Source: an optimization exercise on an open RTL-to-GDS flow (aim: small area, a short achievable clock period and few clock cycles). Production flows keep margins and buffers that such runs may drop. The RTL was checked by simulation tests, not by an equivalence proof against the original design. Power and IR drop assume default switching activity.

### design.v
module fcb (
    input  wire        clk,
    input  wire        rst,
    input  wire        h_en,
    input  wire        h_we,
    input  wire [1:0]  h_size,
    input  wire [15:0] h_addr,
    input  wire [31:0] h_wdata,
    output reg  [31:0] h_rdata,
    output reg         phy_rd,
    output wire [15:0] phy_rd_n,
    input  wire        phy_dv,
    input  wire [7:0]  phy_data,
    input  wire        phy_end,
    input  wire        phy_err,
    output reg         phy_flush,
    input  wire [31:0] time_ms
);
    localparam [7:0]  START1  = 8'hA1;
    localparam [7:0]  START2  = 8'hA2;
    localparam [7:0]  START3  = 8'hA3;
    localparam [6:0]  MAX1    = 7'd60;
    localparam [6:0]  MAX2    = 7'd56;
    localparam [6:0]  MAX3    = 7'd32;
    localparam [7:0]  ACK_OK  = 8'h5A;
    localparam [31:0] DEF_TMO = 32'd100;
    localparam [2:0] E_OK = 3'd0, E_PHY = 3'd1, E_PROT = 3'd2, E_TMO = 3'd3, E_ILL = 3'd5;
    localparam [1:0] PH_IDLE = 2'd0, PH_SEEK = 2'd1, PH_BODY = 2'd2, PH_ACK = 2'd3;
    function [32:0] add32(input [31:0] a, input [31:0] b, input ci);
        reg [31:0] g, p, gg, pp, gn, pn;
        integer i, d;
        begin
            g = a & b;
            p = a ^ b;
            gg = g;
            pp = p;
            gg[0] = g[0] | (p[0] & ci);
            for (d = 1; d < 32; d = d * 2) begin
                gn = gg;
                pn = pp;
                for (i = d; i < 32; i = i + 1) begin
                    gn[i] = gg[i] | (pp[i] & gg[i-d]);
                    pn[i] = pp[i] & pp[i-d];
                end
                gg = gn;
                pp = pn;
            end
            add32 = {gg[31], p ^ {gg[30:0], ci}};
        end
    endfunction
    function [3:0] onehot4(input [1:0] x);
        onehot4 = 4'b0001 << x;
    endfunction
    reg [1:0]  gen_r;
    reg [23:0] tmo_r;
    reg        cken_r;
    reg [7:0]  cksum_r;
    reg [7:0]  lastck_r;
    reg [5:0]  frlen_r;
    reg [5:0]  rxlen_r;
    reg [15:0] rxsize_r;
    reg [15:0] rxck_r;
    reg [7:0]  ackcode_r;
    reg [15:0] ackck_r;
    reg [31:0] elapsed_r;
    reg [1:0]  phase_r;
    reg [2:0]  err_r;
    reg        busy_r;
    reg        msgend_r;
    reg        nak_r;
    reg [5:0]  prn;         
    assign phy_rd_n = {10'd0, prn};
    reg        e_ck, e_cfin, e_enc, e_eck, e_dec, e_dlo, e_dhi, e_dfin;
    reg [31:0] xp_r;        
    reg        xp_v;        
    reg [3:0]  lj;          
    reg [1:0]  ln_last;     
    reg [6:0]  lim;         
    reg [5:0]  lim_lo;      
    reg [5:0]  be_r;        
    reg [7:0]  acc;         
    reg        selrx;
    reg        msg_f;       
    reg [23:0] tmp;         
    reg        rstart;      
    reg [1:0]  ph0;         
    reg        waiting;     
    reg        nxt;         
    reg        acct;
    reg        tgt_known;
    reg        seek_hit;
    reg        is_recv;
    reg [1:0]  ackcnt;
    reg [31:0] tq;          
    reg        rd_d;        
    reg        rd_d2;       
    reg        dv;          
    reg        dmatch;      
    wire [1:0] ln_j = {lj[3] | lj[2], lj[3] | lj[1]};
    wire g1 = (gen_r == 2'd1);
    wire g3 = (gen_r == 2'd3);
    reg [7:0] start_g;
    reg [6:0] max_g;
    always @(*) begin
        case (gen_r)
            2'd1:    begin start_g = START1; max_g = MAX1; end
            2'd2:    begin start_g = START2; max_g = MAX2; end
            default: begin start_g = START3; max_g = MAX3; end
        endcase
    end
    reg [511:0] txq, frq, rxq;
    wire        h_wr      = h_en & h_we;
    wire        in_bufwin = (h_addr[11:6] == 6'd0) & (h_addr[15:14] == 2'd0);
    wire        sel_tx    = in_bufwin & (h_addr[13:12] == 2'd1);
    wire        sel_fr    = in_bufwin & (h_addr[13:12] == 2'd2);
    wire        sel_rx    = in_bufwin & (h_addr[13:12] == 2'd3);
    wire        sel_reg   = (h_addr[15:6] == 10'd0);
    wire        cmd_wr    = h_wr & (h_addr[15:2] == 14'd0) & ~busy_r;
    wire [3:0]  lane_en = (h_size == 2'd0) ? (4'b0001 << h_addr[1:0]) :
                          (h_size == 2'd1) ? (h_addr[1] ? 4'b1100 : 4'b0011) : 4'b1111;
    wire [31:0] wd_rep  = (h_size == 2'd0) ? {4{h_wdata[7:0]}} :
                          (h_size == 2'd1) ? {2{h_wdata[15:0]}} : h_wdata;
    wire [7:0]  c_op  = h_wdata[7:0];
    wire [23:0] c_arg = h_wdata[31:8];
    wire [15:0] c_n   = c_arg[15:0];
    wire [3:0] hl   = onehot4(h_addr[5:4]);
    wire [3:0] tsel = busy_r ? (selrx ? 4'd0 : lj) : ((h_addr[13:12] == 2'd1) ? hl : 4'd0);
    wire [3:0] rsel = busy_r ? (selrx ? lj : 4'd0) : ((h_addr[13:12] == 2'd3) ? hl : 4'd0);
    wire [127:0] eln = ({128{tsel[0]}} & txq[127:0])   | ({128{tsel[1]}} & txq[255:128]) |
                       ({128{tsel[2]}} & txq[383:256]) | ({128{tsel[3]}} & txq[511:384]) |
                       ({128{rsel[0]}} & rxq[127:0])   | ({128{rsel[1]}} & rxq[255:128]) |
                       ({128{rsel[2]}} & rxq[383:256]) | ({128{rsel[3]}} & rxq[511:384]);
    function [15:0] below(input [3:0] l, input [6:0] b);
        reg [15:0] ohk, th;
        reg [7:0]  ohl;
        reg        lt, eq;
        integer t;
        begin
            ohk = 16'd1 << b[3:0];
            ohl = 8'd1 << b[6:4];
            for (t = 0; t < 16; t = t + 1)
                th[t] = |(ohk >> (t + 1));
            lt = (l[0] & (|ohl[7:1])) | (l[1] & (|ohl[7:2])) |
                 (l[2] & (|ohl[7:3])) | (l[3] & (|ohl[7:4]));
            eq = |(l & ohl[3:0]);
            below = {16{lt}} | ({16{eq}} & th);
        end
    endfunction
    wire [15:0] xm = below(lj, lim) & ~below(lj, {1'b0, lim_lo});
    reg  [31:0] xp_n;
    integer k;
    always @(*) begin
        xp_n = 32'd0;
        for (k = 0; k < 16; k = k + 1)
            xp_n[8*(k%4) +: 8] = xp_n[8*(k%4) +: 8] ^ (eln[8*k +: 8] & {8{xm[k]}});
    end
    wire [7:0] red   = xp_r[7:0] ^ xp_r[15:8] ^ xp_r[23:16] ^ xp_r[31:24];
    wire [7:0] acc_n = acc ^ red;
    wire [3:0]  hw4  = onehot4(h_addr[3:2]);
    wire [15:0] s_fr = (16'd1 << h_addr[5:2]) & {16{h_addr[13:12] == 2'd2}};
    reg  [31:0] bw;
    integer w;
    always @(*) begin
        bw = 32'd0;
        for (w = 0; w < 4; w = w + 1)
            bw = bw | ({32{hw4[w]}} & eln[32*w +: 32]);
        for (w = 0; w < 16; w = w + 1)
            bw = bw | ({32{s_fr[w]}} & frq[32*w +: 32]);
    end
    wire [5:0]  c_s    = c_arg[5:0];
    wire [5:0]  c_c16  = (c_s == 6'd0) ? 6'd0 : (c_s <= 6'd16) ? 6'd16 : 6'd32;
    wire [5:0]  c_b    = g3 ? (6'd16 + c_c16) : c_s;
    wire [5:0]  c_be   = c_b + (g1 ? 6'd2 : 6'd3);
    wire [5:0]  c_L    = c_b + (g1 ? 6'd3 : 6'd5);
    wire        enc_ok = (c_arg[23:16] == 8'd0) & (c_n <= {9'd0, max_g});
    wire        enc_hdr = cmd_wr & (c_op == 8'h11) & enc_ok;
    wire [15:0] m_body = below(lj, {1'b0, be_r}) & ~below(lj, g1 ? 7'd2 : 7'd3);
    wire [15:0] m_fill = below(lj, {1'b0, frlen_r}) & ~below(lj, {1'b0, be_r} + 7'd1);
    wire [15:0] m_ck   = 16'd1 << be_r[3:0];
    wire [15:0] enc_wm = e_eck ? m_ck : (m_body | m_fill);
    reg [127:0] fr_d;
    wire [151:0] txp = {eln, tmp};
    always @(*) begin
        for (k = 0; k < 16; k = k + 1) begin
            fr_d[8*k +: 8] = ({8{!busy_r & !(k == 0 && enc_hdr)}} & wd_rep[8*(k%4) +: 8]) |
                             ({8{k == 0 && enc_hdr}} & start_g) |
                             ({8{e_enc & m_body[k] &  g1}} & txp[8*(k+1) +: 8]) |
                             ({8{e_enc & m_body[k] & !g1}} & txp[8*k +: 8]) |
                             ({8{e_eck}} & acc_n);
        end
    end
    wire [15:0] d_s    = g1 ? {8'd0, rxq[15:8]} : {rxq[23:16], rxq[15:8]};
    wire        d_big  = (d_s > {9'd0, max_g});
    wire [5:0]  d_s6   = d_s[5:0];
    wire [5:0]  d_c16  = (d_s6 == 6'd0) ? 6'd0 : (d_s6 <= 6'd16) ? 6'd16 : 6'd32;
    wire [5:0]  d_tp   = g1 ? (d_s6 + 6'd2) : g3 ? (6'd19 + d_c16) : (d_s6 + 6'd3);
    wire [6:0]  d_L    = {1'b0, d_tp} + (g1 ? 7'd1 : 7'd2);
    wire [15:0] dec_t  = g1 ? {8'd0, red} : {red, tmp[7:0]};
    wire [5:0]  rx_tp  = lim[5:0] - (g1 ? 6'd1 : 6'd2);
    wire [31:0] tmo_eff = (tmo_r == 24'd0) ? DEF_TMO : {8'd0, tmo_r};
    wire [32:0] t_sub   = add32(xp_r, ~tq, 1'b1);
    wire        dpos    = ~tq[31] & (tq != 32'd0);
    wire [32:0] t_add   = add32(elapsed_r, tq, 1'b0);
    wire [32:0] t_cmp   = add32(tq, ~tmo_eff, 1'b1);
    wire        t_out   = t_cmp[32];    
    wire       rx_eng_we = busy_r & waiting & phy_dv &
                           ((phase_r == PH_BODY) | ((phase_r == PH_SEEK) & (phy_data == start_g)));
    wire [5:0] rx_eng_a  = (phase_r == PH_SEEK) ? 6'd0 : rxlen_r;
    genvar gi;
    generate
        for (gi = 0; gi < 64; gi = gi + 1) begin : g_byte
            wire hwe = h_wr & (h_addr[5:2] == gi / 4) & lane_en[gi % 4];
            wire [7:0] hd = wd_rep[8*(gi%4) +: 8];
            always @(posedge clk) begin
                if (hwe & sel_tx)
                    txq[8*gi +: 8] <= hd;
                if ((hwe & sel_fr) | ((e_enc | e_eck) & lj[gi / 16] & enc_wm[gi % 16]) |
                    (enc_hdr & (gi < 2 || (gi == 2 && !g1))))
                    frq[8*gi +: 8] <= fr_d[8*(gi%16) +: 8];
                if ((hwe & sel_rx) | (rx_eng_we & (rx_eng_a == gi)))
                    rxq[8*gi +: 8] <= busy_r ? phy_data : hd;
            end
        end
    endgenerate
    always @(posedge clk) begin
        phy_rd    <= 1'b0;
        phy_flush <= 1'b0;
        rd_d      <= phy_rd;
        rd_d2     <= rd_d;
        rstart    <= 1'b0;
        if (rst) begin
            gen_r     <= 2'd1;
            tmo_r     <= 24'd0;
            cken_r    <= 1'b1;
            cksum_r   <= 8'd0;
            lastck_r  <= 8'd0;
            frlen_r   <= 6'd0;
            rxlen_r   <= 6'd0;
            rxsize_r  <= 16'd0;
            rxck_r    <= 16'd0;
            ackcode_r <= 8'd0;
            ackck_r   <= 16'd0;
            elapsed_r <= 32'd0;
            phase_r   <= PH_IDLE;
            err_r     <= E_OK;
            busy_r    <= 1'b0;
            msgend_r  <= 1'b0;
            nak_r     <= 1'b0;
            e_ck      <= 1'b0;
            e_cfin    <= 1'b0;
            xp_v      <= 1'b0;
            e_enc     <= 1'b0;
            e_eck     <= 1'b0;
            e_dec     <= 1'b0;
            e_dlo     <= 1'b0;
            e_dhi     <= 1'b0;
            e_dfin    <= 1'b0;
            waiting   <= 1'b0;
            nxt       <= 1'b0;
            rd_d      <= 1'b0;
            rd_d2     <= 1'b0;
            dv        <= 1'b0;
        end else begin
            if (cmd_wr | (h_wr & sel_rx))
                dv <= 1'b0;
            if (!busy_r) begin
                lj        <= 4'b0001;
                tq        <= time_ms;
                seek_hit  <= 1'b0;
                tgt_known <= 1'b0;
                ackcnt    <= 2'd0;
                is_recv   <= (c_op[1:0] == 2'd2);
                be_r      <= c_be;
                case (c_op[1:0])
                    2'd1: begin ph0 <= PH_BODY; prn <= g1 ? 6'd1 : 6'd2; end
                    2'd3: begin ph0 <= PH_ACK;  prn <= 6'd3; end
                    default: begin ph0 <= PH_SEEK; prn <= 6'd1; end
                endcase
                case (c_op[1:0])
                    2'd0: begin  
                        lim     <= c_n[6:0];
                        lim_lo  <= 6'd0;
                        ln_last <= c_n[5:4] - {1'b0, c_n[3:0] == 4'd0};
                        selrx   <= c_arg[16];
                    end
                    2'd1: begin  
                        lim     <= {1'b0, c_b};
                        lim_lo  <= 6'd0;
                        ln_last <= c_L[5:4] - {1'b0, c_L[3:0] == 4'd0};
                        selrx   <= 1'b0;
                    end
                    default: begin  
                        lim     <= {1'b0, d_tp};
                        lim_lo  <= 6'd1;
                        ln_last <= d_tp[5:4];
                        selrx   <= 1'b1;
                    end
                endcase
            end
            if (cmd_wr)
                acc <= c_op[0] ? {2'b00, c_s} : 8'd0;
            if (cmd_wr) begin
                case (c_op)
                8'h00: err_r <= (c_arg == 24'd0) ? E_OK : E_ILL;
                8'h01: begin
                    if (c_arg >= 24'd1 && c_arg <= 24'd3) begin
                        gen_r <= c_arg[1:0];
                        err_r <= E_OK;
                    end else
                        err_r <= E_ILL;
                end
                8'h02: begin
                    tmo_r <= c_arg;
                    err_r <= E_OK;
                end
                8'h03: begin
                    if (c_arg <= 24'd1) begin
                        cken_r <= c_arg[0];
                        err_r  <= E_OK;
                    end else
                        err_r <= E_ILL;
                end
                8'h10: begin  
                    if (c_arg[23:17] != 7'd0 || c_n > 16'd64)
                        err_r <= E_ILL;
                    else if (c_n == 16'd0) begin
                        cksum_r <= 8'd0;
                        err_r   <= E_OK;
                    end else begin
                        busy_r <= 1'b1;
                        e_ck   <= 1'b1;
                    end
                end
                8'h11: begin  
                    if (!enc_ok)
                        err_r <= E_ILL;
                    else begin
                        busy_r  <= 1'b1;
                        e_enc   <= 1'b1;
                        frlen_r <= c_L;
                    end
                end
                8'h12: begin  
                    if (c_arg[23:16] != 8'd0 || c_n > 16'd64)
                        err_r <= E_ILL;
                    else begin
                        msgend_r <= 1'b0;
                        if (c_n < (g1 ? 16'd2 : 16'd3))
                            err_r <= E_PROT;
                        else begin
                            rxsize_r <= d_s;
                            if (d_big || {9'd0, c_n[6:0]} < {9'd0, d_L})
                                err_r <= E_PROT;
                            else if (dv && cken_r) begin
                                if (dmatch) begin
                                    rxck_r   <= {8'd0, acc};
                                    msgend_r <= (d_s[6:0] < max_g);
                                    err_r    <= E_OK;
                                end else
                                    err_r    <= E_PROT;
                            end else begin
                                busy_r <= 1'b1;
                                e_dec  <= 1'b1;
                                msg_f  <= (d_s[6:0] < max_g);
                            end
                        end
                    end
                end
                8'h20, 8'h21, 8'h22, 8'h23: begin
                    if (c_arg != 24'd0 || (c_op == 8'h23 && g1))
                        err_r <= E_ILL;
                    else begin
                        busy_r <= 1'b1;
                        phy_rd <= 1'b1;
                        rstart <= 1'b1;
                    end
                end
                default: err_r <= E_ILL;
                endcase
            end
            xp_r <= phy_rd ? time_ms : xp_n;
            xp_v <= e_ck | e_enc | e_dec;
            if (xp_v)
                acc <= acc_n;
            if (e_ck | e_enc) begin
                lj  <= {lj[2:0], lj[3]};
                tmp <= eln[127:104];
                if (ln_j == ln_last) begin
                    e_ck  <= 1'b0;
                    e_enc <= 1'b0;
                    if (e_ck)
                        e_cfin <= 1'b1;
                    else begin
                        e_eck <= 1'b1;
                        lj    <= onehot4(be_r[5:4]);
                    end
                end
            end
            if (e_cfin) begin
                cksum_r <= acc_n;
                e_cfin  <= 1'b0;
                err_r   <= E_OK;
                busy_r  <= 1'b0;
            end
            if (e_eck) begin
                lastck_r <= acc_n;
                e_eck    <= 1'b0;
                err_r    <= E_OK;
                busy_r   <= 1'b0;
            end
            if (e_dec) begin
                lj <= {lj[2:0], lj[3]};
                if (ln_j == ln_last) begin
                    e_dec  <= 1'b0;
                    e_dlo  <= 1'b1;
                    lj     <= onehot4(lim[5:4]);
                    lim_lo <= lim[5:0];
                    lim    <= lim + 7'd1;
                end
            end
            if (e_dlo) begin
                e_dlo <= 1'b0;
                if (g1)
                    e_dfin <= 1'b1;
                else begin
                    e_dhi  <= 1'b1;
                    lj     <= onehot4(lim[5:4]);
                    lim_lo <= lim[5:0];
                    lim    <= lim + 7'd1;
                end
            end
            if (e_dhi) begin
                e_dhi    <= 1'b0;
                e_dfin   <= 1'b1;
                tmp[7:0] <= red;
            end
            if (e_dfin) begin
                e_dfin <= 1'b0;
                if (cken_r && dec_t != {8'd0, acc})
                    err_r <= E_PROT;
                else begin
                    rxck_r   <= dec_t;
                    msgend_r <= msg_f;
                    err_r    <= E_OK;
                end
                busy_r <= 1'b0;
            end
            if (rstart) begin
                phase_r   <= ph0;
                waiting   <= 1'b1;
                elapsed_r <= 32'd0;
                acc       <= 8'd0;
                case (ph0)
                    PH_BODY: rxlen_r <= 6'd1;
                    PH_ACK:  nak_r   <= 1'b0;
                    default: rxlen_r <= 6'd0;
                endcase
            end
            if (rd_d)
                tq <= t_sub[31:0];
            else if (rd_d2)
                tq <= dpos ? t_add[31:0] : 32'd0;
            if (waiting) begin
                if (phy_dv) begin
                    case (phase_r)
                    PH_SEEK: if (phy_data == start_g) begin
                        seek_hit <= 1'b1;
                        rxlen_r  <= 6'd1;
                    end
                    PH_BODY: begin
                        rxlen_r <= rxlen_r + 6'd1;
                        if (!tgt_known || rxlen_r < rx_tp)
                            acc <= acc ^ phy_data;
                        if (tgt_known && rxlen_r == rx_tp)
                            dmatch <= (phy_data == acc);
                        if (tgt_known && rxlen_r == rx_tp + 6'd1)
                            dmatch <= dmatch & (phy_data == 8'd0);
                    end
                    default: begin
                        case (ackcnt)
                            2'd0: tmp[7:0]   <= phy_data;
                            2'd1: tmp[15:8]  <= phy_data;
                            default: tmp[23:16] <= phy_data;
                        endcase
                        ackcnt <= ackcnt + 2'd1;
                    end
                    endcase
                end else if (phy_end) begin
                    waiting <= 1'b0;
                    if (phy_err) begin
                        phy_flush <= 1'b1;
                        err_r     <= E_PHY;
                        phase_r   <= PH_IDLE;
                        busy_r    <= 1'b0;
                    end else begin
                        case (phase_r)
                        PH_SEEK: begin
                            if (seek_hit) begin
                                if (is_recv) begin
                                    phase_r   <= PH_BODY;
                                    elapsed_r <= 32'd0;
                                    nxt       <= 1'b1;
                                    acct      <= 1'b0;
                                end else begin
                                    err_r   <= E_OK;
                                    phase_r <= PH_IDLE;
                                    busy_r  <= 1'b0;
                                end
                            end else begin
                                nxt  <= 1'b1;
                                acct <= 1'b1;
                            end
                        end
                        PH_BODY: begin
                            if (!tgt_known && rxlen_r == (g1 ? 6'd2 : 6'd3)) begin
                                rxsize_r <= d_s;
                                if (d_big) begin
                                    phy_flush <= 1'b1;
                                    err_r     <= E_PROT;
                                    phase_r   <= PH_IDLE;
                                    busy_r    <= 1'b0;
                                end else begin
                                    tgt_known <= 1'b1;
                                    lim       <= d_L;
                                    nxt       <= 1'b1;
                                    acct      <= 1'b1;
                                end
                            end else if (tgt_known && {1'b0, rxlen_r} == lim) begin
                                dv      <= 1'b1;
                                err_r   <= E_OK;
                                phase_r <= PH_IDLE;
                                busy_r  <= 1'b0;
                            end else begin
                                nxt  <= 1'b1;
                                acct <= 1'b1;
                            end
                        end
                        default: begin  
                            if (ackcnt == 2'd3) begin
                                ackck_r <= tmp[15:0];
                                if (tmp[15:0] != {8'd0, lastck_r}) begin
                                    phy_flush <= 1'b1;
                                    err_r     <= E_PROT;
                                    phase_r   <= PH_IDLE;
                                    busy_r    <= 1'b0;
                                end else begin
                                    ackcode_r <= tmp[23:16];
                                    nak_r     <= (tmp[23:16] != ACK_OK);
                                    err_r     <= E_OK;
                                    phase_r   <= PH_IDLE;
                                    busy_r    <= 1'b0;
                                end
                            end else begin
                                nxt  <= 1'b1;
                                acct <= 1'b1;
                            end
                        end
                        endcase
                    end
                end
            end
            if (nxt && !rd_d2) begin
                nxt <= 1'b0;
                if (acct) elapsed_r <= tq;
                if (acct && t_out) begin
                    phy_flush <= 1'b1;
                    err_r     <= E_TMO;
                    phase_r   <= PH_IDLE;
                    busy_r    <= 1'b0;
                end else begin
                    phy_rd  <= 1'b1;
                    waiting <= 1'b1;
                    tq      <= time_ms;
                    case (phase_r)
                        PH_SEEK: prn <= 6'd1;
                        PH_BODY: prn <= tgt_known ? (lim[5:0] - rxlen_r)
                                                  : ((g1 ? 6'd2 : 6'd3) - rxlen_r);
                        default: prn <= 6'd3 - {4'd0, ackcnt};
                    endcase
                end
            end
        end
    end
    reg [31:0] reg_val;
    always @(*) begin
        case (h_addr[5:2])
            4'h1: reg_val = {26'd0, nak_r, msgend_r, busy_r, err_r};
            4'h2: reg_val = {30'd0, gen_r};
            4'h3: reg_val = {8'd0, tmo_r};
            4'h4: reg_val = {31'd0, cken_r};
            4'h5: reg_val = {24'd0, cksum_r};
            4'h6: reg_val = {24'd0, lastck_r};
            4'h7: reg_val = {26'd0, frlen_r};
            4'h8: reg_val = {26'd0, rxlen_r};
            4'h9: reg_val = {16'd0, rxsize_r};
            4'hA: reg_val = {16'd0, rxck_r};
            4'hB: reg_val = {24'd0, ackcode_r};
            4'hC: reg_val = {16'd0, ackck_r};
            4'hD: reg_val = elapsed_r;
            4'hE: reg_val = {30'd0, phase_r};
            default: reg_val = 32'd0;
        endcase
    end
    wire       sz_b = (h_size == 2'd0) & in_bufwin;
    wire       sz_h = (h_size == 2'd1) & in_bufwin;
    wire       sz_w = h_size[1] & in_bufwin;
    wire [3:0] ab   = 4'b0001 << h_addr[1:0];
    wire [3:0] l0   = {sz_b & ab[3], (sz_b & ab[2]) | (sz_h & h_addr[1]), sz_b & ab[1],
                       (sz_b & ab[0]) | (sz_h & !h_addr[1]) | sz_w};
    wire       l1a  = (sz_h & !h_addr[1]) | sz_w;
    wire       l1b  = sz_h & h_addr[1];
    wire [31:0] rd_val;
    assign rd_val[7:0]   = ({8{l0[0]}} & bw[7:0])   | ({8{l0[1]}} & bw[15:8]) |
                           ({8{l0[2]}} & bw[23:16]) | ({8{l0[3]}} & bw[31:24]) |
                           ({8{sel_reg}} & reg_val[7:0]);
    assign rd_val[15:8]  = ({8{l1a}} & bw[15:8]) | ({8{l1b}} & bw[31:24]) |
                           ({8{sel_reg}} & reg_val[15:8]);
    assign rd_val[31:16] = ({16{sz_w}} & bw[31:16]) | ({16{sel_reg}} & reg_val[31:16]);
    always @(posedge clk)
        h_rdata <= rd_val;
endmodule
### flow/run.sh
#!/bin/bash
# The standard layout, with timing repair asked for extra setup slack
# after placement (the clock period and the constraints are the design's).
# Synthesis is the standard synthesis, unchanged. Each step's output goes
# to a log file of its own here; ORFS's own per-step logs are under orfs/logs/.
set -euo pipefail
bash standard.sh synth > synth.log 2>&1
bash standard.sh SETUP_SLACK_MARGIN=5 place > place.log 2>&1
bash standard.sh SETUP_SLACK_MARGIN=7.5 finish > finish.log 2>&1
### standard.sh
#!/bin/bash
# synth_recipe.tcl (not shown) runs the flow's synth.tcl, then flattens the netlist and writes it again
# the make line also repeats each setting of config.mk as NAME=value (left out here)
make -C /OpenROAD-flow-scripts/flow DESIGN_CONFIG=/design/flow/config.mk WORK_HOME=/design/flow/orfs CLKGATE_MAP_FILE= SYNTH_SCRIPT=/design/flow/synth_recipe.tcl "${@:-finish}"
### config.mk
export PLATFORM = sky130hd
export DESIGN_NAME = fcb
export DESIGN_NICKNAME = fcb
export VERILOG_FILES = /design/flow/design.v
export SDC_FILE = /design/flow/constraint.sdc
export NUM_CORES = 4
export LEC_CHECK = 0
export CAP_MARGIN = 20
export CORE_MARGIN = 2
export CORE_UTILIZATION = 35
export PLACE_DENSITY = 0.55
export SLEW_MARGIN = 20
### constraint.sdc
create_clock -name core_clock -period 12.0 [get_ports {clk}]
set_input_delay 2.4000 -clock core_clock [delete_from_list [all_inputs] [get_ports {clk}]]
set_output_delay 2.4000 -clock core_clock [all_outputs]
set_load 0.01 [all_outputs]
==> results of run 1 <==
## cell families after synthesis
family	synth area share (%)
AOI/OAI and AO/OA	16.60
xor gates and xnor gates	2.499
adders and majority gates	2.273
buffers and inverters	2.942
DFF	62.95
muxes	2.702
other	0.004350
and+or+nand+nor	10.03
## final cells by class
class	instances	area (sq um)
diodes	21	52.55
flip-flops and latches	1874	54280
multi-input cells	4541	34020
repair buffers	918	11100
clock inverters	127	1585
clock buffers	246	5288
inverters	159	653.1
fillers	22090	134500
well taps	3220	4029
## worst min-delay path by stage
stage,cells past startpoint,slack [ns],to,startpoint
after floorplan,2,0.43,rxsize_r[1],rxsize_r[1]
after global placement,2,0.44,ackck_r[0],ackck_r[0]
after detailed placement,2,0.45,ackck_r[15],ackck_r[15]
after CTS,2,0.46,ackck_r[15],ackck_r[15]
after global routing,2,0.47,rxsize_r[12],rxsize_r[12]
final,2,0.46,rxsize_r[11],rxsize_r[11]
## worst min-delay path: stages, from the launching register on
cell and delay (ns):
dfxtp_1 0.32, nand2_1 0.05, a21oi_1 0.05
## sequential cells by signal, summed over array words and instances (netlist names), 24 cells and up
register,flops
frq,512
rxq,512
txq,512
elapsed_r,32
h_rdata,32
tq,32
xp_r,32
tmo_r,24
tmp,24
## per-layer routing
| layer | vias up | wire (microns) | track usage (%) |
|---|---|---|---|
| li1 | 28810 | - | - |
| met1 | 37280 | 177500 | 47.03 |
| met2 | 5781 | 201400 | 53.07 |
| met3 | 1355 | 58230 | 10.09 |
| met4 | 16 | 39370 | 24.22 |
| met5 | - | 107 | 0 |
## stage by stage
step	cells	worst slack (ns)	hold WS [ns]	util, %
floorplan	7036	6.445	0.4312	-
detailed placement	10220	4.126	0.4499	37.85
global route	11090	7.208	0.4729	45.20
global placement	10210	3.730	0.4429	37.76
finish	11110	7.159	0.4617	45.22
CTS	10950	7.223	0.4572	43.86
## power groups by stage
stage	Combinational, W	Clock (W)	Sequential (W)
after floorplan	0.000693	0	0.00734
after global placement	0.00151	0	0.00740
after detailed placement	0.00152	0	0.00740
after CTS	0.00177	0.00647	0.00726
after global routing	0.00195	0.00673	0.00726
final	0.00196	0.00645	0.00727
## cell usage in the layout (no fill, tap or decap), types with 146 or more instances in the layout
cell,n
clkbuf_16,221
a21oi_1,344
dfxtp_1,197
nor2_1,377
a22oi_1,754
buf_4,461
buf_12,168
ha_1,146
nand2_1,700
o21ai_0,159
edfxtp_1,1674
nand4_1,153
## timing repair
action | CTS | global route
gates resized for setup | 689 | 360
setup endpoints to repair | 2197 | 1141
pin swaps | 172 | 151
setup buffers | 324 | 113
gates cloned | 35 | 22
==> metrics.csv, run 1 <==
metric,value,unit
Pre-antenna DRT Iters,7,
final instance area,111000,sq um
combinational share of power,12.5,%
crit path capture type,flip-flop,
Top Ports,147,
Placed Area,92910,sq um
crit path launch type,primary input,
critical path cell sequence,buf_12 -> buf_12 -> nand3_2 -> o22ai_4 -> clkbuf_16 -> buf_16 -> a22oi_1 -> nand4_1 -> buf_4 -> mux4_2 -> or4_4 -> a222oi_1 -> inv_1,
achievable frequency,0.2066,GHz
top-count cell post-synth,edfxtp_1,
worst hold-check path type,reg -> reg,
largest net degree at the start of global routing,88,
post-synthesis sequential area ratio,62.95,%
fin crit period,4.841,ns
worst reg2reg endpoint,frq[453],
power share of the clock group,41.1,%
syn avg cell area,12.27,sq um
Final Cycle Share,40.34,%
Initial Utilization,35.12,%
slowest library cell on the worst path,or4_4,
CTS tree,built,
worst path bufs/invs,6,
RSZ-0062 raised after global routing,true,
grt ovf,0,
GRT Total Usage,36.33,%
DR vias/cell,6.595,
most common flop cell mapped by yosys,edfxtp_1,
Pins Over Slew Limit,27,
Max Clock Skew,0.09564,ns
share of the synthesized area in the top cell type,58.31,%
PD cells,141.2,nW/um^2
clock latency on the worst-skew pair,0.96,ns
clock-pin slew on the worst setup and hold paths,0.06,ns
hold buffer count at CTS,0,
total power,0.01568,W
asr flop ratio synth,0,%
Critical Path Fanout Max,24,
drt total wl,476600,microns
Worst Setup SP,h_addr[4],
CP dominant cell by count,buf_12,
layout overhead on the synthesized area,28.77,%
Mapped Cells,7027,
WL/cell,42.91,microns
synth warn,1,
Yosys top cell by area,edfxtp_1,
Placer Congestion,1.068,
Final Hold Viols,0,
Worst VDD drop,0.0001495,V
die area,250300,sq um
row count,182,
Core Area,245500,sq um
Nets,7941,
CTS max path bufs,3,
relative slew slack,-3.094,%
#FFs+latches synth,1874,
DR vias,73250,
r2r startpoint,be_r[1],
commonest cells in the netlist,"edfxtp_1 (1,674), a22oi_1 (856), nand2_1 (718)",
count of different cell masters after synthesis,98,
initial antenna violation count,29,
die width,500.3,microns
"EDFF count, synth",1674,
Lkg Pwr,36.81,nW
first-pass GRT wire length,613400,microns
IO buf count,136,
drt drc,0,
Int Power,0.01145,W
H-tree Lvls,4,
Worst EP required,12.79,ns
final setup violation count,0,
leading post-synthesis cells by cell area,"edfxtp_1 (58%), a22oi_1 (7.5%), dfxtp_1 (4.6%)",
Setup CP Type,in -> reg,
CP top delay family,buffers and inverters,
status,"complete, but fails checks",
CP max stage delay,0.58,ns
Crit path depth,13,
Worst Setup EP,h_rdata[17],
Detail Placement HPWL,325300,microns
number of global-route vias before repair,66580,
Slew @ Worst Pin,1.546,ns
Synth Cell Area,86210,sq um
P_sw,0.004228,W
arrival time of the worst setup path,5.63,ns
Detail Route Antenna Nets,0,
Clock Sink Count,1874,
Die Ht,500.3,microns
sw frac,26.97,%
SO Faults,max-slew violations,
reg2reg path depth,8,
R2R Setup Slk,7.40,ns
Flop pwr share,46.4,%
1st-iter DRT viols,12430,
fraction of layout cells with a size suffix above 1,23.05,%
setup TNS,0,ns
number of buffers created by CTS,197,
CTS root buf,clkbuf_16,
total of max-cap violations,0,
Testbench counts, summed over its fixed seeds: cycles 46,166.
==> inputs of run 2 (changes only) <==
--- a/design.v
+++ b/design.v
@@ -456,9 +456,9 @@
                     default: rxlen_r <= 6'd0;
                 endcase
             end
-            if (rd_d)
+            if (busy_r && rd_d)
                 tq <= t_sub[31:0];
-            else if (rd_d2)
+            else if (busy_r && rd_d2)
                 tq <= dpos ? t_add[31:0] : 32'd0;
             if (waiting) begin
                 if (phy_dv) begin
--- a/config.mk
+++ b/config.mk
@@ -5,8 +5,8 @@
 export SDC_FILE = /design/flow/constraint.sdc
 export NUM_CORES = 4
 export LEC_CHECK = 0
-export CAP_MARGIN = 20
+export CAP_MARGIN = 40
 export CORE_MARGIN = 2
 export CORE_UTILIZATION = 35
 export PLACE_DENSITY = 0.55
-export SLEW_MARGIN = 20
+export SLEW_MARGIN = 40
==> run 2 against run 1 <==
Compared with the run above:
- now clean on timing, DRC and antenna
- synthesized cell count shrank 0.17%
- clock skew grew 0.028 ns
- register-to-register slack gained 0.08 ns
- largest power group unchanged
==> metrics.csv, run 2 <==
metric,value,unit
slowest library cell on the worst path,mux4_2,
Worst VDD drop,0.0001420,V
Worst Setup SP,h_addr[5],
Nets,8086,
DR vias/cell,6.622,
WL/cell,44.09,microns
PD cells,139.7,nW/um^2
Worst EP required,12.75,ns
setup TNS,0,ns
final instance area,113700,sq um
CTS max path bufs,3,
Lkg Pwr,38.23,nW
filler cell count in the final layout,21650,
most common flop cell mapped by yosys,edfxtp_1,
drt drc,0,
syn avg cell area,12.28,sq um
Synth Cell Area,86120,sq um
Flop pwr share,45.8,%
status,no timing/DRC/antenna violations,
row count,182,
"commonest non-fill, non-tap cells in the layout","edfxtp_1 (1,674), a22oi_1 (760), nand2_1 (622)",
CTS root buf,clkbuf_16,
Slew @ Worst Pin,1.172,ns
Pins Over Slew Limit,0,
Critical Path Fanout Max,5,
Detail Route Antenna Nets,0,
Detail Placement HPWL,332000,microns
top-count cell post-synth,edfxtp_1,
#FFs+latches synth,1874,
Max Clock Skew,0.1232,ns
hold_sp,rxsize_r[11],
Mapped Cells,7015,
CTS tree,built,
share of the synthesized area in the top cell type,58.37,%
1st-iter DRT viols,12240,
Clock Sink Count,1874,
power share of the clock group,40.4,%
number of global-route vias before repair,67340,
CP max stage delay,0.57,ns
DR vias,74510,
crit path launch type,primary input,
Placer Congestion,1.082,
P_sw,0.004381,W
drt total wl,496100,microns
crit path capture type,flip-flop,
fin util,46.36,%
arrival time of the worst setup path,5.56,ns
final setup violation count,0,
Setup CP Type,in -> reg,
initial antenna violation count,29,
"most common cell after layout, fill and taps aside",edfxtp_1,
top flop regs,"frq (512), rxq (512), txq (512)",
worst hold-check path type,reg -> reg,
fraction of layout cells with a size suffix above 1,26.67,%
layout overhead on the synthesized area,32.03,%
relative slew slack,21.69,%
Final Cycle Share,40.12,%
asr flop ratio synth,0,%
CP dominant cell by count,buf_12,
H-tree Lvls,4,
total of max-cap violations,0,
fin crit period,4.814,ns
number of buffers created by CTS,199,
Core Area,245300,sq um
combinational share of power,13.7,%
r2r startpoint,be_r[1],
RSZ-0062 raised after global routing,true,
Int Power,0.01150,W
grt ovf,0,
die width,500.0,microns
achievable frequency,0.2077,GHz
clock-pin slew on the worst setup and hold paths,0.06,ns
GRT Total Usage,37.70,%
"EDFF count, synth",1674,
first-pass GRT wire length,633900,microns
Pre-antenna DRT Iters,6,
Placed Area,94390,sq um
sw frac,27.59,%
Yosys top cell by area,edfxtp_1,
Die Ht,500.0,microns
IO buf count,136,
Initial Utilization,35.11,%
count of different cell masters after synthesis,97,
Final Hold Viols,0,
clock latency on the worst-skew pair,0.92,ns
commonest cells in the netlist,"edfxtp_1 (1,674), a22oi_1 (865), nand2_1 (703)",
critical path cell sequence,buf_12 -> buf_12 -> nand2b_4 -> o32ai_4 -> buf_12 -> buf_12 -> buf_16 -> buf_4 -> buf_6 -> a221oi_4 -> nand3_4 -> mux4_2 -> or4_4 -> a221oi_2 -> nand2_1,
leading post-synthesis cells by cell area,"edfxtp_1 (58%), a22oi_1 (7.5%), dfxtp_1 (4.6%)",
post-synthesis sequential area ratio,63.02,%
synth warn,1,
Top Ports,147,
die area,250000,sq um
largest net degree at the start of global routing,96,
run 2: changes by cell type after synthesis, sizes merged, moves of 20 or more:
cell,previous run,this run
buf,169,149
mux2i,127,71
nor2,473,428
o21ai,227,256
o22ai,132,82
o32ai,31,60
run 2: final timing paths:
path / endpoint / slack, ns / cells past startpoint
setup / recovery: h_rdata[2] / 7.19 / 15
hold / removal: rxsize_r[11] / 0.45 / 2
setup reg to reg: frq[143] / 7.48 / 11
hold reg to reg: rxsize_r[11] / 0.45 / 2
run 2: cells by family (layout without fill, tap and decap cells):
kind of cell	Yosys count	in the layout	synth area share, %
flip-flops	1874	1874	63.02
other	1	34	0.004355
adder cells (fa/ha/maj)	153	153	2.275
buffers and inverters	630	1615	2.888
AO/OA/AOI/OAI	2141	2141	17.32
AND/OR/NAND/NOR	1827	1827	9.838
XOR/XNOR	248	248	2.522
multiplexers	141	141	2.133
run 2: what timing repair did:
| action | CTS | global route |
|---|---|---|
| pin swaps | 174 | 229 |
| cloned | 46 | 28 |
| gates resized for setup | 573 | 552 |
| endpoints found under the setup margin | 2008 | 1174 |
| buffers inserted | 315 | 199 |
| hold buffers | 0 | 0 |
run 2: power groups by stage:
stage | Combinational (W) | Sequential [W] | Clock [W]
6_report | 0.00218 | 0.00728 | 0.00642
4_1_cts | 0.00190 | 0.00727 | 0.00643
3_3_place_gp | 0.00163 | 0.00741 | 0
2_1_floorplan | 0.000710 | 0.00735 | 0
5_1_grt | 0.00217 | 0.00727 | 0.00669
3_5_place_dp | 0.00166 | 0.00741 | 0
run 2: layer usage:
layer / routed length (microns) / up-vias / share of wire (%) / global-route usage (%)
met5: 541 / - / 0.11 / 0
met4: 39750 / 28 / 8.0 / 24.04
met3: 66060 / 1417 / 13 / 13.36
met2: 208400 / 6047 / 42 / 54.22
met1: 181400 / 37830 / 37 / 48.04
li1: - / 29190 / - / -
run 2: cell type report:
cell class,instances,area [sq um],share of cell area [%]
Inverter,171,709.4,0.6240
Clock inverter,130,1464,1.288
Clock buffer,244,5285,4.648
Antenna cell,24,60.06,0.05282
Tap cell,3220,4029,3.544
Sequential cell,1874,54280,47.74
Timing Repair Buffer,1070,12640,11.12
Multi-Input combinational cell,4520,35230,30.98
run 2: through the flow:
| step | total power, W | std cells | hold WS (ns) | worst slack [ns] |
|---|---|---|---|---|
| floorplan | 0.008055 | 7024 | 0.4240 | 5.736 |
| global placement | 0.009040 | 10240 | 0.4414 | 4.576 |
| detailed placement | 0.009071 | 10260 | 0.4457 | 4.770 |
| CTS | 0.01561 | 11000 | 0.4525 | 7.259 |
| global route | 0.01613 | 11230 | 0.4749 | 7.180 |
| finish | 0.01588 | 11250 | 0.4547 | 7.186 |
run 2: critical path: cells and delay by family:
| family | cells | cell delay [ns] |
|---|---|---|
| compound gates | 3 | 0.73 |
| buf+inv | 7 | 0.92 |
| mux | 1 | 0.57 |
| simple gates | 4 | 0.91 |
Testbench counts of run 2, summed over its fixed seeds: cycles 46,166.
==> inputs of run 3 (changes only) <==
--- a/flow/run.sh
+++ b/flow/run.sh
@@ -6,4 +6,4 @@
 set -euo pipefail
 bash standard.sh synth > synth.log 2>&1
 bash standard.sh SETUP_SLACK_MARGIN=5 place > place.log 2>&1
-bash standard.sh SETUP_SLACK_MARGIN=7.5 finish > finish.log 2>&1
+bash standard.sh SETUP_SLACK_MARGIN=7.2 finish > finish.log 2>&1
==> run 3 against run 2 <==
Compared with the run above:
- critical path type unchanged
- clock skew shrank 0.017 ns
- core utilization shrank 3.3 points
- die area is the same
- largest cell class unchanged
- still clean on timing, DRC and antenna
- first-iteration DRC count shrank 4.8%
==> metrics.csv, run 3 <==
metric,value,unit
status,no timing/DRC/antenna violations,
Yosys top cell by area,edfxtp_1,
clock-pin slew on the worst setup and hold paths,0.06,ns
Setup CP Type,in -> reg,
die width,500.0,microns
filler cell count in the final layout,22430,
highest routed layer,met5,
grt ovf,0,
Mapped Cells,7015,
clock latency on the worst-skew pair,0.90,ns
hold buffer count at CTS,0,
commonest cells in the netlist,"edfxtp_1 (1,674), a22oi_1 (865), nand2_1 (703)",
met2 WL,197500,microns
post-synthesis sequential area ratio,63.02,%
number of global-route vias before repair,66000,
Synth Cell Area,86120,sq um
arrival time of the worst setup path,5.61,ns
Die Ht,500.0,microns
Hold Crit Depth,2,
PD cells,147.7,nW/um^2
1st-iter DRT viols,11660,
Pre-antenna DRT Iters,10,
top-count cell post-synth,edfxtp_1,
Final Hold Viols,0,
count of different cell masters after synthesis,97,
final hold slack,0.4528,ns
fin crit period,5.105,ns
final setup violation count,0,
setup TNS,0,ns
initial antenna violation count,23,
layout overhead on the synthesized area,22.73,%
Critical Path Fanout Max,19,
CP max stage delay,0.80,ns
worst reg2reg endpoint,frq[398],
CTS root buf,clkbuf_16,
die area,250000,sq um
Nets,7740,
r2r startpoint,be_r[1],
DR vias,71810,
Pins Over Slew Limit,0,
critical path cell sequence,clkdlybuf4s50_1 -> buf_4 -> nor2b_1 -> o21bai_1 -> buf_4 -> nand3_1 -> nor2_2,
worst hold-check path type,reg -> reg,
row count,182,
largest net degree at the start of global routing,96,
crit path launch type,primary input,
most common flop cell mapped by yosys,edfxtp_1,
worst path bufs/invs,3,
Slew @ Worst Pin,0.9885,ns
"most common cell after layout, fill and taps aside",edfxtp_1,
Max Clock Skew,0.1063,ns
share of the synthesized area in the top cell type,58.37,%
H-tree Lvls,4,
Worst EP required,12.50,ns
Clock Sink Count,1874,
Top Ports,147,
Detail Placement HPWL,332000,microns
CP dominant cell by count,buf_4,
hold_sp,rxsize_r[11],
WL/cell,43.26,microns
drt total wl,471900,microns
total of max-cap violations,0,
metal3 WL,59650,microns
CTS tree,built,
syn avg cell area,12.28,sq um
Final Cycle Share,42.54,%
IO buf count,136,
drt drc,0,
leading post-synthesis cells by cell area,"edfxtp_1 (58%), a22oi_1 (7.5%), dfxtp_1 (4.6%)",
reg2reg path depth,10,
Hold EP,rxsize_r[11],
CP top delay family,simple AND/OR/NAND/NOR gates,
#FFs+latches synth,1874,
"commonest non-fill, non-tap cells in the layout","edfxtp_1 (1,674), a22oi_1 (848), nand2_1 (683)",
synth warn,1,
relative slew slack,33.89,%
Detail Route Antenna Nets,0,
crit path capture type,flip-flop,
Placer Congestion,1.082,
fraction of layout cells with a size suffix above 1,18.91,%
Core Area,245300,sq um
WL met1,179400,microns
first-pass GRT wire length,616400,microns
Initial Utilization,35.11,%
achievable frequency,0.1959,GHz
asr flop ratio synth,0,%
number of buffers created by CTS,199,
DR vias/cell,6.583,
"EDFF count, synth",1674,
RSZ-0062 raised after global routing,true,
Worst VDD drop,0.0001413,V
CTS max path bufs,3,
Lkg Pwr,34.73,nW
GRT Total Usage,36.49,%
top flop regs,"frq (512), rxq (512), txq (512)",
R2R Setup Slk,7.30,ns
slowest library cell on the worst path,nor2_2,
## run 3: changes by cell type in the layout (fill, tap and decap cells not counted), sizes merged, moves of 6 or more
cell and change:
dlymetal6s2s -6, clkinvlp -6, clkdlybuf4s50 +13, buf -330
clkbuf -17
## run 3: kinds of logic after synthesis
| logic type | after synthesis | synth area share (%) |
|---|---|---|
| AO/OA/AOI/OAI | 2141 | 17.32 |
| XOR/XNOR | 248 | 2.522 |
| adder cells (fa/ha/maj) | 153 | 2.275 |
| buffers and inverters | 630 | 2.888 |
| flip-flops | 1874 | 63.02 |
| multiplexers | 141 | 2.133 |
| other | 1 | 0.004355 |
| AND/OR/NAND/NOR | 1827 | 9.838 |
## run 3: power breakdown
group	switching (W)	leakage, nW	total (W)	internal [W]
sequential	0.0000973	16.7	0.00728	0.00718
combinational	0.00138	14.7	0.00193	0.000548
clock	0.00279	3.29	0.00641	0.00362
## run 3: metrics by stage
stage          total power (W)  area (sq um)  setup WS, ns  util, %  std cells
6_report               0.01561        105700         6.895    43.09      10910
5_1_grt                0.01588        105600         6.977    43.08      10890
4_1_cts                0.01549        104000         7.119    42.41      10800
3_5_place_dp          0.009071         94390         4.770    38.49      10260
3_3_place_gp          0.009040         93090         4.576    37.96      10240
2_1_floorplan         0.008055         86150         5.736        -       7024
## run 3: per-layer routing
| layer | GRT usage, % | vias up |
|---|---|---|
| li1 | - | 28460 |
| met1 | 47.78 | 36650 |
| met2 | 52.54 | 5457 |
| met3 | 11.42 | 1226 |
| met4 | 22.39 | 10 |
| met5 | 0 | - |
## run 3: worst max-delay path by stage
stage          startpoint       end  slack [ns]  cells after the start
6_report        h_size[0]  txq[277]        6.89                      7
2_1_floorplan         rst    acc[0]        5.74                      2
4_1_cts         h_addr[4]   xp_r[6]        7.12                     11
5_1_grt         h_size[0]  txq[277]        6.98                      7
3_5_place_dp    h_addr[5]   xp_r[6]        4.77                     12
3_3_place_gp    h_addr[5]   xp_r[7]        4.58                     12
## run 3: repair_timing
action | CTS | global route
gates cloned | 17 | 9
pin swaps | 64 | 64
buffers inserted | 148 | 68
gates resized for setup | 230 | 123
setup endpoints to repair | 1596 | 635
## run 3: cell type report
cell class / count / area [sq um] / area share, %
flip-flops and latches: 1874 / 54280 / 51.36
multi-input cells: 4520 / 32550 / 30.80
repair buffers: 724 / 7345 / 6.949
clock buffers: 244 / 5285 / 5.001
well taps: 3220 / 4029 / 3.812
clock inverters: 130 / 1464 / 1.385
inverters: 171 / 676.9 / 0.6405
diodes: 24 / 60.06 / 0.05682
## run 3: worst register-to-register path, delay by kind of cell, from the launching register on
family | cells | cell delay (ns)
and+or+nand+nor | 3 | 0.85
adders and majority gates | 1 | 0.51
buffers and inverters | 1 | 0.35
AOI/OAI and AO/OA | 5 | 2.05
DFF | 1 | 0.55
==> inputs of run 4 (changes only) <==
--- a/config.mk
+++ b/config.mk
@@ -7,6 +7,6 @@
 export LEC_CHECK = 0
 export CAP_MARGIN = 40
 export CORE_MARGIN = 2
-export CORE_UTILIZATION = 35
-export PLACE_DENSITY = 0.55
+export CORE_UTILIZATION = 42
+export PLACE_DENSITY = 0.62
 export SLEW_MARGIN = 40
==> run 4 against run 3 <==
Compared with the run above:
- non-clock buffer count is 8 higher
- register-to-register slack worse by 0.14 ns
- total power is 2.8% lower
- combinational power is 3% lower
- via count is 0.32% higher
- first-iteration DRC count is 9.0% higher
- flip-flop and latch count stayed put
- die area is 17% lower
- sequential share of layout area is 0.67 points higher
- clock power is 5.9% lower
- clock skew is 0.025 ns lower
- critical path type unchanged
- largest cell class unchanged
==> metrics.csv, run 4 <==
metric,value,unit
critical path cell sequence,buf_12 -> buf_4 -> nand2_2 -> o41ai_4 -> buf_12 -> buf_16 -> a22oi_1 -> nand4_1 -> a22oi_1 -> nand2_1,
total of max-cap violations,0,
fin util,51.10,%
fin crit period,5.045,ns
multi-input logic area,32220,sq um
drt drc,0,
initial antenna violation count,41,
FF/Latch Area,54280,sq um
top flop regs,"frq (512), rxq (512), txq (512)",
largest net degree at the start of global routing,95,
Max Clock Skew,0.08088,ns
relative slew slack,32.07,%
Slew @ Worst Pin,1.019,ns
filler cell count in the final layout,17620,
Worst EP required,12.49,ns
Core Area,204200,sq um
DR vias/cell,6.954,
Synth Area in Compound Gates,17.32,%
Adder-Cell Fraction of Synth Area,2.275,%
CP top delay family,simple AND/OR/NAND/NOR gates,
"most common cell after layout, fill and taps aside",edfxtp_1,
WL/cell,44.01,microns
Detail Route Antenna Nets,0,
Pins Over Slew Limit,0,
drt total wl,455900,microns
Placer Congestion,1.117,
leading post-synthesis cells by cell area,"edfxtp_1 (58%), a22oi_1 (7.5%), dfxtp_1 (4.6%)",
Simple-Gate Fraction of Synth Area,9.838,%
GRT Total Usage,42.16,%
number of global-route vias before repair,65400,
arrival time of the worst setup path,5.54,ns
worst hold-check path type,reg -> reg,
"EDFF count, synth",1674,
synth warn,1,
final hold slack,0.4558,ns
Top Ports,147,
Synth Cell Area,86120,sq um
grt ovf,0,
CTS tree,built,
Setup CP Type,in -> reg,
IO buf count,136,
share of the synthesized area in the top cell type,58.37,%
DR vias,72040,
Mapped Cells,7015,
most common flop cell mapped by yosys,edfxtp_1,
RSZ-0062 raised after global routing,true,
fraction of layout cells with a size suffix above 1,18.17,%
post-synthesis sequential area ratio,63.02,%
PD cells,145.5,nW/um^2
row count,166,
Nets,7743,
commonest cells in the netlist,"edfxtp_1 (1,674), a22oi_1 (865), nand2_1 (703)",
crit path capture type,flip-flop,
asr flop ratio synth,0,%
Lkg Pwr,34.49,nW
CP max stage delay,0.73,ns
Final Cycle Share,42.04,%
layout overhead on the synthesized area,21.14,%
H-tree Lvls,4,
Worst VDD drop,0.0001546,V
1st-iter DRT viols,12710,
CTS root buf,clkbuf_16,
Pre-antenna DRT Iters,12,
setup TNS,0,ns
die area,208700,sq um
top-count cell post-synth,edfxtp_1,
"commonest non-fill, non-tap cells in the layout","edfxtp_1 (1,674), a22oi_1 (848), nand2_1 (687)",
first-pass GRT wire length,597400,microns
achievable frequency,0.1982,GHz
xor/xnor share of the synthesized area,2.522,%
slowest library cell on the worst path,nand4_1,
Die Ht,456.8,microns
final setup violation count,0,
number of buffers created by CTS,194,
crit path launch type,primary input,
die width,456.8,microns
status,no timing/DRC/antenna violations,
Final Hold Viols,0,
count of different cell masters after synthesis,97,
Critical Path Fanout Max,29,
hold buffer count at CTS,0,
Detail Placement HPWL,313700,microns
Yosys top cell by area,edfxtp_1,
multiplexer area fraction after synthesis,2.133,%
clock latency on the worst-skew pair,0.90,ns
CTS max path bufs,3,
#FFs+latches synth,1874,
clock-pin slew on the worst setup and hold paths,0.06,ns
syn avg cell area,12.28,sq um
Initial Utilization,42.18,%
worst path bufs/invs,4,
Clock Sink Count,1874,
largest family of logic cells by synthesized area,compound AO/OA/AOI/OAI gates,
-- run 4: cell counts after synthesis --
No cell type changed its count.
-- run 4: worst min-delay path, cell delays in order, from the launching register on --
cell and delay (ns):
dfxtp_1 0.31, nand2_1 0.05, a21oi_1 0.05
-- run 4: final cells by class --
cell class / instances / area share (%)
diodes: 22 / 0.05277
flip-flops and latches: 1874 / 52.03
well taps: 2688 / 3.224
inverters: 171 / 0.6333
clock buffers: 259 / 4.995
clock inverters: 93 / 1.009
repair buffers: 732 / 7.173
multi-input cells: 4520 / 30.88
-- run 4: stage by stage --
step                instances  cell area (sq um)  setup slack, ns  power, W
detailed placement       9737              93390            4.454  0.008995
floorplan                7024              86150            5.736  0.008055
CTS                     10230             102500            7.150   0.01502
global route            10340             104300            6.985   0.01542
global placement         9713              92350            4.479  0.008969
finish                  10360             104300            6.955   0.01518
-- run 4: path summary, 6_finish.rpt --
| kind | startpoint | to | slack [ns] | cells past startpoint |
|---|---|---|---|---|
| hold reg to reg | rxsize_r[15] | rxsize_r[15] | 0.46 | 2 |
| setup reg to reg | busy_r | h_rdata[21] | 7.16 | 11 |
| setup / recovery | h_addr[13] | frq[287] | 6.96 | 10 |
| hold / removal | rxsize_r[15] | rxsize_r[15] | 0.46 | 2 |
-- run 4: logic make-up (layout without fill, tap and decap cells) --
kind of cell | after synthesis | in the layout
adders and majority gates | 153 | 153
muxes | 141 | 141
and+or+nand+nor | 1827 | 1827
xor gates and xnor gates | 248 | 248
buffers and inverters | 630 | 1255
other | 1 | 32
DFF | 1874 | 1874
AOI/OAI and AO/OA | 2141 | 2141
-- run 4: power by group --
| part | total [W] | internal [W] | leakage, nW | switching, W |
|---|---|---|---|---|
| Sequential | 0.00728 | 0.00718 | 16.7 | 0.000102 |
| Clock | 0.00603 | 0.00334 | 3.03 | 0.00269 |
| Combinational | 0.00187 | 0.000543 | 14.8 | 0.00133 |
| Total | 0.0152 | 0.0111 | 34.5 | 0.00412 |
-- run 4: what timing repair did --
item                                    in CTS  in global routing
pin swaps                                   77                 65
cloned                                      24                 10
endpoints found under the setup margin    1876                851
hold endpoints to repair                     0                  0
buffers inserted                           118                 90
gates resized for setup                    245                117
-- run 4: routing by layer --
layer	routed length, microns	vias up	GRT usage [%]	share of wire, %
met5	376	-	0.6659	0.082
met4	34330	26	23.66	7.5
met3	68550	1363	16.80	15
met2	186600	6187	59.70	41
met1	166100	36080	54.75	36
li1	-	28390	-	-
==> inputs of run 5 (changes only) <==
--- a/flow/run.sh
+++ b/flow/run.sh
@@ -6,4 +6,4 @@
 set -euo pipefail
 bash standard.sh synth > synth.log 2>&1
 bash standard.sh SETUP_SLACK_MARGIN=5 place > place.log 2>&1
-bash standard.sh SETUP_SLACK_MARGIN=7.2 finish > finish.log 2>&1
+bash standard.sh SETUP_SLACK_MARGIN=7.5 finish > finish.log 2>&1
==> run 5 against run 4 <==
Compared with the run above:
- still clean on timing, DRC and antenna
- worst hold slack worse by 0.0011 ns
- global-route usage rose by 1.5 points
- clock skew down 0.015 ns
- setup slack gained 0.21 ns
- critical path type unchanged
- critical endpoint is now h_rdata[21]
- largest cell class unchanged
- highest routed layer unchanged
==> metrics.csv, run 5 <==
metric,value,unit
number of buffers created by CTS,194,
Synth Cell Area,86120,sq um
Hold EP,rxsize_r[15],
multiplexer area fraction after synthesis,2.133,%
PD cells,140.9,nW/um^2
CTS root buf,clkbuf_16,
Nets,7948,
CP top delay family,simple AND/OR/NAND/NOR gates,
clock-pin slew on the worst setup and hold paths,0.06,ns
layer with the highest usage,met2,
fraction of layout cells with a size suffix above 1,22.89,%
reg2reg path depth,11,
Yosys top cell by area,edfxtp_1,
most common flop cell mapped by yosys,edfxtp_1,
Max Clock Skew,0.06611,ns
Setup CP Type,in -> reg,
Worst VDD drop,0.0001559,V
die area,208700,sq um
largest net degree at the start of global routing,95,
number of global-route vias before repair,67290,
setup TNS,0,ns
hold buffer count at CTS,0,
xor/xnor share of the synthesized area,2.522,%
Setup WS pre-CTS,4.454,ns
drt drc,0,
Slew @ Worst Pin,0.9924,ns
Die Ht,456.8,microns
Pre-antenna DRT Iters,8,
GRT Total Usage,43.66,%
Placer Congestion,1.117,
"most common cell after layout, fill and taps aside",edfxtp_1,
R2R Setup Slk,7.28,ns
"EDFF count, synth",1674,
worst reg2reg endpoint,h_rdata[21],
"commonest non-fill, non-tap cells in the layout","edfxtp_1 (1,674), a22oi_1 (792), nand2_1 (661)",
Final Non-Filler Cells,10580,
share of the synthesized area in the top cell type,58.37,%
H-tree Lvls,4,
DR vias,75060,
CP dominant cell by count,buf_12,
slowest library cell on the worst path,mux4_2,
worst hold-check path type,reg -> reg,
commonest cells in the netlist,"edfxtp_1 (1,674), a22oi_1 (865), nand2_1 (703)",
Pins Over Slew Limit,0,
largest family of logic cells by synthesized area,compound AO/OA/AOI/OAI gates,
CTS max path bufs,3,
global-route met1 utilization,54.88,%
Final Hold Viols,0,
RSZ-0062 raised after global routing,true,
Mapped Cells,7015,
r2r startpoint,busy_r,
post-synthesis sequential area ratio,63.02,%
initial antenna violation count,53,
critical path cell sequence,buf_12 -> buf_12 -> nand2b_4 -> o32ai_4 -> buf_12 -> buf_12 -> buf_16 -> a22oi_2 -> nand4_1 -> mux4_2 -> or4_4 -> a222oi_1 -> inv_1,
DR vias/cell,7.096,
Core Area,204200,sq um
fin crit period,4.834,ns
relative slew slack,33.66,%
Worst EP required,12.75,ns
1st-iter DRT viols,14170,
Final Cycle Share,40.29,%
count of different cell masters after synthesis,97,
leading post-synthesis cells by cell area,"edfxtp_1 (58%), a22oi_1 (7.5%), dfxtp_1 (4.6%)",
Lkg Pwr,36.55,nW
met3 usage,19.78,%
layout overhead on the synthesized area,26.80,%
Simple-Gate Fraction of Synth Area,9.838,%
Clock Sink Count,1874,
CP max stage delay,0.69,ns
worst path bufs/invs,6,
first-pass GRT wire length,615900,microns
clock latency on the worst-skew pair,0.92,ns
Synth Area in Compound Gates,17.32,%
Detail Placement HPWL,313700,microns
arrival time of the worst setup path,5.58,ns
Top Ports,147,
Adder-Cell Fraction of Synth Area,2.275,%
die width,456.8,microns
crit path launch type,primary input,
drt total wl,479100,microns
final worst slack,7.166,ns
top flop regs,"frq (512), rxq (512), txq (512)",
final setup violation count,0,
met2 GRT Util,60.70,%
grt ovf,0,
top-count cell post-synth,edfxtp_1,
WL/cell,45.29,microns
syn avg cell area,12.28,sq um
placed instance count,9737,
Initial Utilization,42.18,%
status,no timing/DRC/antenna violations,
Detail Route Antenna Nets,0,
asr flop ratio synth,0,%
IO buf count,136,
#FFs+latches synth,1874,
hold_sp,rxsize_r[15],
synth warn,1,
row count,166,
Critical Path Fanout Max,6,
total of max-cap violations,0,
CTS tree,built,
achievable frequency,0.2068,GHz
Hold Crit Depth,2,
total power,0.01539,W
crit path capture type,flip-flop,
-- run 5: where the power goes --
group / total (W) / internal (W) / leakage, nW / switching, W
logic: 0.00204 / 0.000636 / 16.8 / 0.00140
clock network: 0.00607 / 0.00334 / 3.03 / 0.00273
registers: 0.00728 / 0.00718 / 16.7 / 0.000103
total: 0.0154 / 0.0112 / 36.6 / 0.00424
-- run 5: logic make-up after synthesis --
logic type / after synthesis
XOR/XNOR: 248
flip-flops: 1874
AO/OA/AOI/OAI: 2141
AND/OR/NAND/NOR: 1827
buffers and inverters: 630
other: 1
multiplexers: 141
adder cells (fa/ha/maj): 153
-- run 5: repair_timing --
action,in CTS,in global routing
buffers inserted,277,98
resized for setup,508,333
endpoints found under the setup margin,2076,1338
cloned,47,25
pin swaps,151,138
-- run 5: stage by stage --
step                utilization, %  instance area [sq um]  hold slack (ns)
floorplan                        -                  86150           0.4240
global placement             45.23                  92350           0.4422
detailed placement           45.74                  93390           0.4464
CTS                          51.79                 105700           0.4549
global route                 53.44                 109100           0.4716
finish                       53.48                 109200           0.4548
-- run 5: cell type report --
class | instances | area [sq um]
Fill cell | 17090 | 94970
Sequential cell | 1874 | 54280
Multi-Input combinational cell | 4520 | 33830
Timing Repair Buffer | 937 | 10700
Clock buffer | 259 | 5211
Tap cell | 2688 | 3363
Clock inverter | 93 | 1052
Inverter | 171 | 671.9
Antenna cell | 36 | 90.09
-- run 5: worst max path at each step --
stage,from,end,slack [ns],cells after the start
4_1_cts,phy_data[6],rxq[288],7.25,9
6_report,h_addr[5],h_rdata[21],7.17,13
2_1_floorplan,rst,acc[0],5.74,2
3_3_place_gp,h_addr[4],frq[240],4.48,8
3_5_place_dp,h_addr[4],xp_r[19],4.45,11
5_1_grt,h_addr[12],h_rdata[21],7.20,14
-- run 5: per-layer routing --
layer | wire [microns] | up-vias
met2 | 191300 | 7140
met4 | 41440 | 36
met3 | 77840 | 1701
met1 | 168000 | 37320
met5 | 422 | -
li1 | - | 28870
-- run 5: worst register-to-register path: cells and delay by family, from the launching register on --
family                 cells  cell delay (ns)
AO/OA/AOI/OAI              3             0.65
buffers and inverters      4             1.20
AND/OR/NAND/NOR            3             1.37
multiplexers               1             0.69
flip-flops                 1             0.67
==> inputs of run 6 (changes only) <==
==> run.sh (new file) <==
#!/bin/bash
# synth_recipe.tcl (not shown) runs the flow's synth.tcl, then flattens the netlist and writes it again
# the make line also repeats each setting of config.mk as NAME=value (left out here)
make -C /OpenROAD-flow-scripts/flow DESIGN_CONFIG=/design/flow/config.mk WORK_HOME=/design/flow/orfs CLKGATE_MAP_FILE= SYNTH_SCRIPT=/design/flow/synth_recipe.tcl finish
--- a/config.mk
+++ b/config.mk
@@ -7,6 +7,7 @@
 export LEC_CHECK = 0
 export CAP_MARGIN = 40
 export CORE_MARGIN = 2
-export CORE_UTILIZATION = 42
-export PLACE_DENSITY = 0.62
+export CORE_UTILIZATION = 35
+export PLACE_DENSITY = 0.55
+export SETUP_SLACK_MARGIN = 5
 export SLEW_MARGIN = 40
removed: flow/run.sh
removed: standard.sh
==> run 6 against run 5 <==
Compared with the run above:
- critical endpoint is now xp_r[15]
- routed wire length fell by 5.6%
- setup slack got worse by 1.7 ns
- clock skew rose by 0.044 ns
==> metrics.csv, run 6 <==
metric,value,unit
Flop pwr share,47.2,%
sw frac,27.14,%
top flop regs,"frq (512), rxq (512), txq (512)",
Detail Placement HPWL,332000,microns
count of different cell masters after synthesis,97,
P_sw,0.004186,W
Final Hold Viols,0,
clock-pin slew on the worst setup and hold paths,0.06,ns
final hold slack,0.4556,ns
Int Power,0.01124,W
top-count cell post-synth,edfxtp_1,
#FFs+latches synth,1874,
fin crit period,6.551,ns
Placer Congestion,1.082,
Final Cycle Share,54.59,%
crit path launch type,primary input,
"EDFF count, synth",1674,
worst path bufs/invs,4,
CTS root buf,clkbuf_16,
drt drc,0,
Nets,7500,
Max Clock Skew,0.1097,ns
total of max-cap violations,0,
achievable frequency,0.1526,GHz
H-tree Lvls,4,
Synth Cell Area,86120,sq um
slowest library cell on the worst path,xnor2_1,
die width,500.0,microns
CTS tree,built,
Core Area,245300,sq um
setup TNS,0,ns
arrival time of the worst setup path,7.31,ns
layout overhead on the synthesized area,17.73,%
largest net degree at the start of global routing,97,
hold buffer count at CTS,0,
number of buffers created by CTS,199,
Worst VDD drop,0.0001406,V
IO buf count,136,
relative slew slack,31.26,%
R2R Setup Slk,6.45,ns
CTS max path bufs,3,
die area,250000,sq um
DR vias/cell,6.519,
Mapped Cells,7015,
Pre-antenna DRT Iters,7,
Top Ports,147,
Initial Utilization,35.11,%
Critical Path Fanout Max,82,
asr flop ratio synth,0,%
commonest cells in the netlist,"edfxtp_1 (1,674), a22oi_1 (865), nand2_1 (703)",
Placed Area,94390,sq um
final instance area,101400,sq um
CP max stage delay,0.68,ns
filler cell count in the final layout,22740,
row count,182,
syn avg cell area,12.28,sq um
Lkg Pwr,32.75,nW
crit path capture type,flip-flop,
post-synthesis sequential area ratio,63.02,%
first-pass GRT wire length,598600,microns
"commonest non-fill, non-tap cells in the layout","edfxtp_1 (1,674), a22oi_1 (864), nand2_1 (696)",
number of global-route vias before repair,64660,
drt total wl,452100,microns
Clock Sink Count,1874,
fraction of layout cells with a size suffix above 1,14.31,%
worst hold-check path type,reg -> reg,
power share of the clock group,41.4,%
"most common cell after layout, fill and taps aside",edfxtp_1,
Setup CP Type,in -> reg,
critical path cell sequence,clkdlybuf4s50_1 -> nand2b_1 -> o41ai_2 -> buf_4 -> buf_12 -> buf_4 -> a22o_1 -> a221oi_1 -> and3_1 -> nand2b_1 -> xnor2_1 -> xnor2_1 -> mux2_2,
WL/cell,42.42,microns
CP top delay family,buffers and inverters,
synth warn,1,
# Post-CTS Setup Buffers,0,
Worst EP required,12.76,ns
CTS resizes,0,
Die Ht,500.0,microns
grt ovf,0,
final setup violation count,0,
Pins Over Slew Limit,0,
combinational share of power,11.4,%
DR vias,69480,
status,no timing/DRC/antenna violations,
initial antenna violation count,39,
RSZ-0062 raised after global routing,false,
Detail Route Antenna Nets,0,
GRT Total Usage,35.31,%
share of the synthesized area in the top cell type,58.37,%
PD cells,152.2,nW/um^2
most common flop cell mapped by yosys,edfxtp_1,
Slew @ Worst Pin,1.028,ns
leading post-synthesis cells by cell area,"edfxtp_1 (58%), a22oi_1 (7.5%), dfxtp_1 (4.6%)",
clock latency on the worst-skew pair,0.91,ns
1st-iter DRT viols,11550,
Yosys top cell by area,edfxtp_1,
## run 6: cell types whose count changed in the layout (fill, tap and decap cells not counted), moves of 39 or more
cell     before  now
a22oi_2      73    1
buf_6        64   13
buf_4       530  311
buf_16       46    0
buf_12      111   11
a22oi_1     792  864
xnor2_1     125  164
## run 6: final cells by class
cell class                      instances  area, sq um  area share [%]
Sequential cell                      1874        54280           53.54
Antenna cell                           14        35.03         0.03456
Tap cell                             3220         4029           3.974
Inverter                              171        649.4          0.6405
Clock buffer                          244         5285           5.213
Clock inverter                        130         1464           1.444
Multi-Input combinational cell       4520        31490           31.06
Timing Repair Buffer                  484         4148           4.091
## run 6: cells by family after synthesis
| logic type | share of synthesized area, % |
|---|---|
| DFF | 63.02 |
| xor gates and xnor gates | 2.522 |
| other | 0.004355 |
| buffers and inverters | 2.888 |
| adders and majority gates | 2.275 |
| and+or+nand+nor | 9.838 |
| muxes | 2.133 |
| AOI/OAI and AO/OA | 17.32 |
## run 6: metal layers
| layer | track usage (%) | part of all wire [%] | vias to the layer above | wire length [microns] |
|---|---|---|---|---|
| li1 | - | - | 27920 | - |
| met4 | 20.29 | 7.0 | 24 | 31450 |
| met5 | 0 | 0.032 | - | 144 |
| met1 | 46.99 | 39 | 35340 | 176500 |
| met3 | 10.43 | 12 | 1072 | 54260 |
| met2 | 51.05 | 42 | 5118 | 189800 |
## run 6: final timing paths
check | startpoint | to | cells after the start
setup / recovery | h_addr[13] | xp_r[15] | 13
hold / removal | rxsize_r[12] | rxsize_r[12] | 2
setup reg to reg | gen_r[1] | rxck_r[3] | 17
hold reg to reg | rxsize_r[12] | rxsize_r[12] | 2
## run 6: power groups by stage
stage | registers (W) | logic, W | clock network, W
final | 0.00728 | 0.00176 | 0.00639
after CTS | 0.00727 | 0.00167 | 0.00643
after global routing | 0.00727 | 0.00176 | 0.00668
after global placement | 0.00741 | 0.00163 | 0
after floorplan | 0.00735 | 0.000710 | 0
after detailed placement | 0.00741 | 0.00166 | 0
## run 6: stage by stage
stage               total power, W  utilization (%)  setup WS [ns]  std cells
finish                     0.01543            41.34          5.449      10660
global route               0.01572            41.33          5.449      10650
CTS                        0.01537            41.24          5.612      10640
detailed placement        0.009071            38.49          4.770      10260
global placement          0.009040            37.96          4.576      10240
floorplan                 0.008055                -          5.736       7024
## run 6: worst register-to-register path, cell delays in order, from the launching register on
cell and delay, ns:
dfxtp_1 0.39, inv_1 0.15, ha_4 0.65, inv_2 0.45, and3_1 0.31, a21oi_1 0.29, fa_1 0.30, nand3_1 0.13
or3b_2 0.50, ha_1 0.28, o21ai_0 0.08, a21oi_1 0.15, nand3_1 0.33, nor3_4 0.65, buf_6 0.25, mux2_2 0.34
nor2_1 0.09, a211oi_1 0.05

Check on run 6: ideal ports give 5.449 ns setup slack; a clkbuf_16 on the clock port and buf_2 on the inputs give 5.467 ns; moving port delays by the midpoint clock arrival (0.940 ns) as well gives 4.527 ns.
